This design comes from an exercise in tuning for small area and a short achievable clock period on the open sky130 flow, not from production work.
Where RTL was checked, it was by simulation tests only, not by an equivalence proof against the original.
The clock input has no modelled driver; a real chip could not lean on it and would need a root buffer or a full tree.
Power figures rest on the tool's default switching activity, not on a simulated workload.

## crc_link
module crc_link (
    input  wire        clk,
    input  wire        rst,
    input  wire        op_valid,
    input  wire [3:0]  op_code,
    input  wire [7:0]  op_arg,
    input  wire        tick,
    output wire [5:0]  stat,          
    output wire [2:0]  op_status,
    output reg  [15:0] crc,
    output reg  [2:0]  rx_err,
    output reg  [7:0]  rx_len,
    output wire [15:0] rx_crc_calc,
    output wire [15:0] rx_crc_recv,
    output wire        txm_re,
    output wire [7:0]  txm_addr,
    input  wire [7:0]  txm_rdata,
    output wire        rxm_we,
    output wire [8:0]  rxm_addr,
    output wire [7:0]  rxm_wdata,
    output wire        txd,
    input  wire        rxd
);
For scale: roughly 860 cells after synthesis, ~230 flip-flops, about 120 I/O pins.
export LEC_CHECK = 0
export ABC_CLOCK_PERIOD_IN_PS = 2000
export CAP_MARGIN = 20
export CORE_MARGIN = 2
export CORE_UTILIZATION = 65
export SETUP_SLACK_MARGIN = 2.4
export SLEW_MARGIN = 20
create_clock -name core_clock -period 4.5 [get_ports {clk}]
standard.sh (not shown) runs the stock make flow with config.mk's settings and CLKGATE_MAP_FILE= SYNTH_SCRIPT=/design/flow/synth_recipe.tcl, a recipe that flattens the netlist after the stock synthesis.
==> flow/flow/run.sh <==
#!/bin/bash
# Layout: the standard ORFS flow (standard.sh), with these changes passed
# to ORFS through the environment:
#  - the port buffers that buffer_ports inserts during global placement are
#    sky130_fd_sc_hd__buf_1 (timing repair still resizes them as needed)
#    instead of the flow's default pick, clkdlybuf4s50_1;
#  - the clock tree is built by flow/pre_cts.tcl (ORFS's PRE_CTS_TCL hook):
#    two levels of clkbuf_16 in place of TritonCTS's three.
# The whole make output goes to standard_flow.log; ORFS keeps each step's
# own log under orfs/logs/.
set -euo pipefail
cd "$(dirname "$0")/.."
export BUFFER_PORTS_ARGS="-buffer_cell sky130_fd_sc_hd__buf_1"
export PRE_CTS_TCL="$PWD/flow/pre_cts.tcl"
bash standard.sh finish > standard_flow.log 2>&1
Other scripts of this flow, unchanged in this note and not shown: flow/flow/manual_cts.tcl, flow/flow/pre_cts.tcl
Then changed:
--- a/flow/design.v
+++ b/flow/design.v
@@ -206,17 +206,18 @@
     assign op_status = {2'b00, opst};
     localparam D_H0 = 3'd0, D_H1 = 3'd1, D_PAY = 3'd2, D_CH = 3'd3,
                D_CL = 3'd4, D_END = 3'd5;
     reg [2:0]  dph;         
     reg [8:0]  rxcnt;
     reg [6:0]  rxtimer;     
-    reg [15:0] rcrc;
+    reg [15:0] rcrc_n;      
+    wire [15:0] rcrc = ~rcrc_n;
     reg        f02;
-    reg [7:0]  prev1, prev2;
+    reg [7:0]  prev1_n, prev2_n;    
     reg        take;        
-    reg        crc_shown;
+    reg        crc_hide;    
     reg        crc_match;   
     wire link_err = ferr_flag || ovr_flag;
     assign fifo_pop = take;
     wire [15:0] rtab;
     crc16_tab u_rtab (.x((rcrc[15:8] ^ fdout) & {8{dph == D_PAY}}), .t(rtab));
     wire [15:0] rcrc_next = rtab ^ {rcrc[7:0], 8'h00};
@@ -251,41 +252,41 @@
             else if (timeout)
                 rx_err <= 3'd2;
             if (take && dph == D_H1 && f02)
                 rx_len <= fdout;
         end
         if (rst || rx_start)
-            crc_shown <= 1'b0;
+            crc_hide <= 1'b1;
         else if (at_end && fdout == 8'h03)
-            crc_shown <= 1'b1;
+            crc_hide <= 1'b0;
         if (!rx_busy) begin
             rxcnt   <= 9'd0;
             dph     <= D_H0;
             rxtimer <= 7'h7F;
         end else begin
             if (tick)
                 rxtimer <= {rxtimer[5:0], rxtimer[6] ^ rxtimer[5]};
             if (take) begin
                 rxcnt <= rxcnt + 9'd1;
                 pay_last <= (dph == D_H1) ? (fdout == 8'h01) : (rxcnt[7:0] == rx_len);
                 if (dph != D_END) begin
-                    prev1 <= fdout;
-                    prev2 <= prev1;
+                    prev1_n <= ~fdout;
+                    prev2_n <= prev1_n;
                 end
                 case (dph)
                     D_H0: begin
                         f02  <= (fdout == 8'h02);
-                        rcrc <= rcrc_next;
+                        rcrc_n <= ~rcrc_next;
                         dph  <= D_H1;
                     end
                     D_H1: begin
-                        rcrc <= rcrc_next;
+                        rcrc_n <= ~rcrc_next;
                         dph  <= (fdout == 8'h00) ? D_CH : D_PAY;
                     end
                     D_PAY: begin
-                        rcrc <= rcrc_next;
+                        rcrc_n <= ~rcrc_next;
                         if (pay_last)
                             dph <= D_CH;
                     end
                     D_CH: begin
                         crc_match <= (fdout == rcrc[15:8]);
                         dph <= D_CL;
@@ -296,13 +297,13 @@
                     end
                     default: ;
                 endcase
             end
         end
     end
-    assign rx_crc_calc = crc_shown ? rcrc : 16'h0000;
-    assign rx_crc_recv = crc_shown ? {prev2, prev1} : 16'h0000;
+    assign rx_crc_calc = ~(rcrc_n | {16{crc_hide}});
+    assign rx_crc_recv = ~({prev2_n, prev1_n} | {16{crc_hide}});
     assign rxm_we    = take;
     assign rxm_addr  = rxcnt;
     assign rxm_wdata = fdout;
     assign stat = {ovr_flag, ferr_flag, fifo_ne, rx_done, rx_busy, tx_busy};
 endmodule
Effect: The new run produced a clean layout; routed wire length stays flat; die area rose by 0.46%; core utilization climbs by 0.37 points; first-iteration DRC count rose by 23%; global-route usage is higher by 0.30 points; area after synthesis goes up by 0.47%.
For the first run of this note, only the layout was checked, not whether the RTL still works. No run of this note takes its clock network from TritonCTS; it comes from the design's own scripts or RTL.

---

Starting RTL as in the previous note.
==> flow/config.mk <==
export PLATFORM = sky130hd
export DESIGN_NAME = crc_link
export DESIGN_NICKNAME = crc_link
export VERILOG_FILES = /design/flow/design.v
export SDC_FILE = /design/flow/constraint.sdc
export NUM_CORES = 4
export LEC_CHECK = 0
export ABC_CLOCK_PERIOD_IN_PS = 2000
export CAP_MARGIN = 20
export CORE_MARGIN = 2
export CORE_UTILIZATION = 65
export SETUP_SLACK_MARGIN = 2.3
export SLEW_MARGIN = 20
==> flow/constraint.sdc <==
create_clock -name core_clock -period 4.5 [get_ports {clk}]
set_input_delay 0.9000 -clock core_clock [delete_from_list [all_inputs] [get_ports {clk}]]
set_output_delay 0.9000 -clock core_clock [all_outputs]
set_load 0.01 [all_outputs]
Scripts as last shown in full above: flow/flow/run.sh
Other scripts of this flow, unchanged in this note and not shown: flow/flow/manual_cts.tcl, flow/flow/pre_cts.tcl
Change:
--- a/flow/design.v
+++ b/flow/design.v
@@ -1,29 +1,23 @@
-module crc16_tab (
-    input  wire [7:0]  x,
-    output wire [15:0] t
-);
-    wire a = x[0] ^ x[4];
-    wire b = x[1] ^ x[5];
-    wire c = x[2] ^ x[6];
-    wire d = x[3] ^ x[7];
-    assign t = {d, c, b, a ^ x[7], x[6], x[5], x[4], d,
-                c ^ x[7], b ^ x[6], a ^ x[5], x[4], d, c, b, a};
-endmodule
 module crc16_step (
     input  wire [15:0] crc_in,
     input  wire [7:0]  data,
     output wire [15:0] crc_out
 );
-    wire [15:0] t;
-    crc16_tab u_tab (.x(crc_in[15:8] ^ data), .t(t));
+    wire [7:0] x = crc_in[15:8] ^ data;
+    wire a = x[0] ^ x[4];
+    wire b = x[1] ^ x[5];
+    wire c = x[2] ^ x[6];
+    wire d = x[3] ^ x[7];
+    wire [15:0] t = {d, c, b, a ^ x[7], x[6], x[5], x[4], d,
+                     c ^ x[7], b ^ x[6], a ^ x[5], x[4], d, c, b, a};
     assign crc_out = t ^ {crc_in[7:0], 8'h00};
 endmodule
 module crc_link (
     input  wire        clk,
     input  wire        rst,
     input  wire        op_valid,
     input  wire [3:0]  op_code,
     input  wire [7:0]  op_arg,
     input  wire        tick,
     output wire [5:0]  stat,          
     output wire [2:0]  op_status,
@@ -67,23 +61,22 @@
     wire ts_fetch = (ts == 4'd14);
     wire ts_start = (ts == 4'd15);
     wire tstep    = !ts_idle && !ts_fetch && (tbc == 3'd0);
     wire in_pay   = (tph == 3'd3) && !pay_end;
     assign txm_re   = tre;
     assign txm_addr = ta;
     assign txd      = tsr[0];
     wire [7:0] tbits  = tsr[8:1];
     wire       tbit   = tbits[tbc];
     wire       crc_on = ts_start && (((tph == 3'd3) && (ta != 8'h00)) || (tph == 3'd4));
     wire       tfb    = tcrc[15] ^ tbit;
-    wire       tcfb   = crc_on && tfb;
     reg [7:0] tbyte;
     always @* begin
         case (tph)
             3'd1:    tbyte = 8'h02;
             3'd2:    tbyte = txlen;
             3'd3:    tbyte = pay_end ? tcrc[15:8] : txm_rdata;
             3'd4:    tbyte = tcrc[15:8];
             default: tbyte = 8'h03;
         endcase
     end
     always @(posedge clk) begin
@@ -98,28 +91,30 @@
         end else if (ts_idle) begin
             if (tph == 3'd6) begin
                 tph     <= 3'd0;
                 tx_busy <= 1'b0;
             end
         end else if (ts_fetch && !in_pay) begin
             tph <= tph + 3'd1;
         end
         if (!tx_busy) begin
             txlen <= op_arg;
             ta    <= 8'h00;
-        end else if (ts_fetch && in_pay) begin
-            ta <= ta + 8'd1;
+            tcrc  <= 16'h0000;
+        end else begin
+            if (ts_fetch && in_pay)
+                ta <= ta + 8'd1;
+            if (crc_on)
+                tcrc <= {tcrc[14:12], tcrc[11] ^ tfb, tcrc[10:5], tcrc[4] ^ tfb,
+                         tcrc[3:0], tfb};
         end
-        if (crc_on || !tph[2] && !(tph[1] && tph[0]))
-            tcrc <= {tcrc[14:12], tcrc[11] ^ tcfb, tcrc[10:5], tcrc[4] ^ tcfb,
-                     tcrc[3:0], tcfb};
         pay_end <= (ta == txlen);
         tre <= !rst && (tph == 3'd3) && !pay_end && (ts == 4'd8) && (tbc == 3'd0);
     end
     always @(posedge clk) begin
         if (rst) begin
             ts <= 4'd9;
         end else if (ts_idle) begin
             if (tx_busy && tph != 3'd6)
                 ts <= 4'd14;
         end else if (ts_fetch || tbc == 3'd0) begin
             ts <= ts + 4'd1;
@@ -209,25 +204,24 @@
     reg [2:0]  dph;         
     reg [8:0]  rxcnt;
     reg [6:0]  rxtimer;     
     reg [15:0] rcrc;
     reg        f02;
     reg [7:0]  prev1, prev2;
     reg        take;        
     reg        crc_shown;
     reg        crc_match;   
     wire link_err = ferr_flag || ovr_flag;
     assign fifo_pop = take;
-    wire [15:0] rtab;
-    crc16_tab u_rtab (.x((rcrc[15:8] ^ fdout) & {8{dph == D_PAY}}), .t(rtab));
-    wire [15:0] rcrc_next = rtab ^ {rcrc[7:0], 8'h00};
+    wire [15:0] rcrc_next;
+    crc16_step u_rcrc (.crc_in(rcrc), .data(fdout), .crc_out(rcrc_next));
     reg pay_last;
     wire bad_hdr  = take && (dph == D_H1) && !f02;
     wire at_end   = take && (dph == D_END);
     wire timeout  = tick && (rxtimer == 7'h34);
     wire fin      = link_err || bad_hdr || at_end || timeout;
     wire busy_d   = !rst && (rx_busy ? !fin : op_rx_start);
     always @(posedge clk) begin
         rx_busy <= busy_d;
         take    <= busy_d && !ferr_d && !ovr_d && !fc_d[3];
         if (rst) begin
             rx_done <= 1'b0;
@@ -266,29 +260,26 @@
                 rxtimer <= {rxtimer[5:0], rxtimer[6] ^ rxtimer[5]};
             if (take) begin
                 rxcnt <= rxcnt + 9'd1;
                 pay_last <= (dph == D_H1) ? (fdout == 8'h01) : (rxcnt[7:0] == rx_len);
                 if (dph != D_END) begin
                     prev1 <= fdout;
                     prev2 <= prev1;
                 end
                 case (dph)
                     D_H0: begin
                         f02  <= (fdout == 8'h02);
-                        rcrc <= rcrc_next;
+                        rcrc <= 16'h0000;
                         dph  <= D_H1;
                     end
-                    D_H1: begin
-                        rcrc <= rcrc_next;
-                        dph  <= (fdout == 8'h00) ? D_CH : D_PAY;
-                    end
+                    D_H1: dph <= (fdout == 8'h00) ? D_CH : D_PAY;
                     D_PAY: begin
                         rcrc <= rcrc_next;
                         if (pay_last)
                             dph <= D_CH;
                     end
                     D_CH: begin
                         crc_match <= (fdout == rcrc[15:8]);
                         dph <= D_CL;
                     end
                     D_CL: begin
                         crc_match <= crc_match && (fdout == rcrc[7:0]);
Setup slack improved by 27 ps.
Clock skew is lower by 14 ps.
Power is lower slightly.
Wire length is higher by a few percent.
Global-route usage is higher by 1.1 points.
Maximum frequency is higher slightly.
Utilization is higher by 0.24 points.
Area after synthesis is higher slightly.
Critical path depth is higher by 2.
Via count is higher by a few percent.
Only the layout flow was run in the first run of this note; the RTL was not checked for function there. In every run of this note, the design's own scripts or RTL, not TritonCTS, make the clock network.

-- separate check: timing with driven ports --
No port has a modelled driver above. Below, the same layouts with a new extraction and two added sets of constraints.
Step 1, drivers: a clkbuf_16 drives clk and a buf_2 each remaining input, both assumed.
Step 2 moves the port delays by t, midway between the first and last clock arrival at a register: inputs arrive t later, outputs are due t later. That takes back most of the time a late clock gives input paths.
Slacks: ideal ports / drivers / drivers and shift; pairs: ideal ports / drivers.
run	t (ns)	setup WS [ns]	hold WS [ns]	latest minus earliest clock arrival (ns)	slew at the worst register clock pin (ns)
the first run of note 1	0.370	2.440 / 2.362 / 2.150	0.398 / 0.398 / 0.398	0.066 / 0.066	0.12 / 0.12
the second run of note 1	0.380	2.461 / 2.383 / 2.177	0.428 / 0.428 / 0.428	0.025 / 0.025	0.11 / 0.11
the first run of note 2	0.381	2.359 / 2.340 / 2.142	0.389 / 0.389 / 0.389	0.037 / 0.037	0.11 / 0.11
the second run of note 2	0.380	2.386 / 2.342 / 2.103	0.449 / 0.449 / 0.449	0.024 / 0.025	0.10 / 0.10
After both steps setup and hold are still met in every run listed. For the first run of note 1, which loses most, drivers alone change the setup slack by -0.078 ns; drivers and shift together by -0.290 ns.
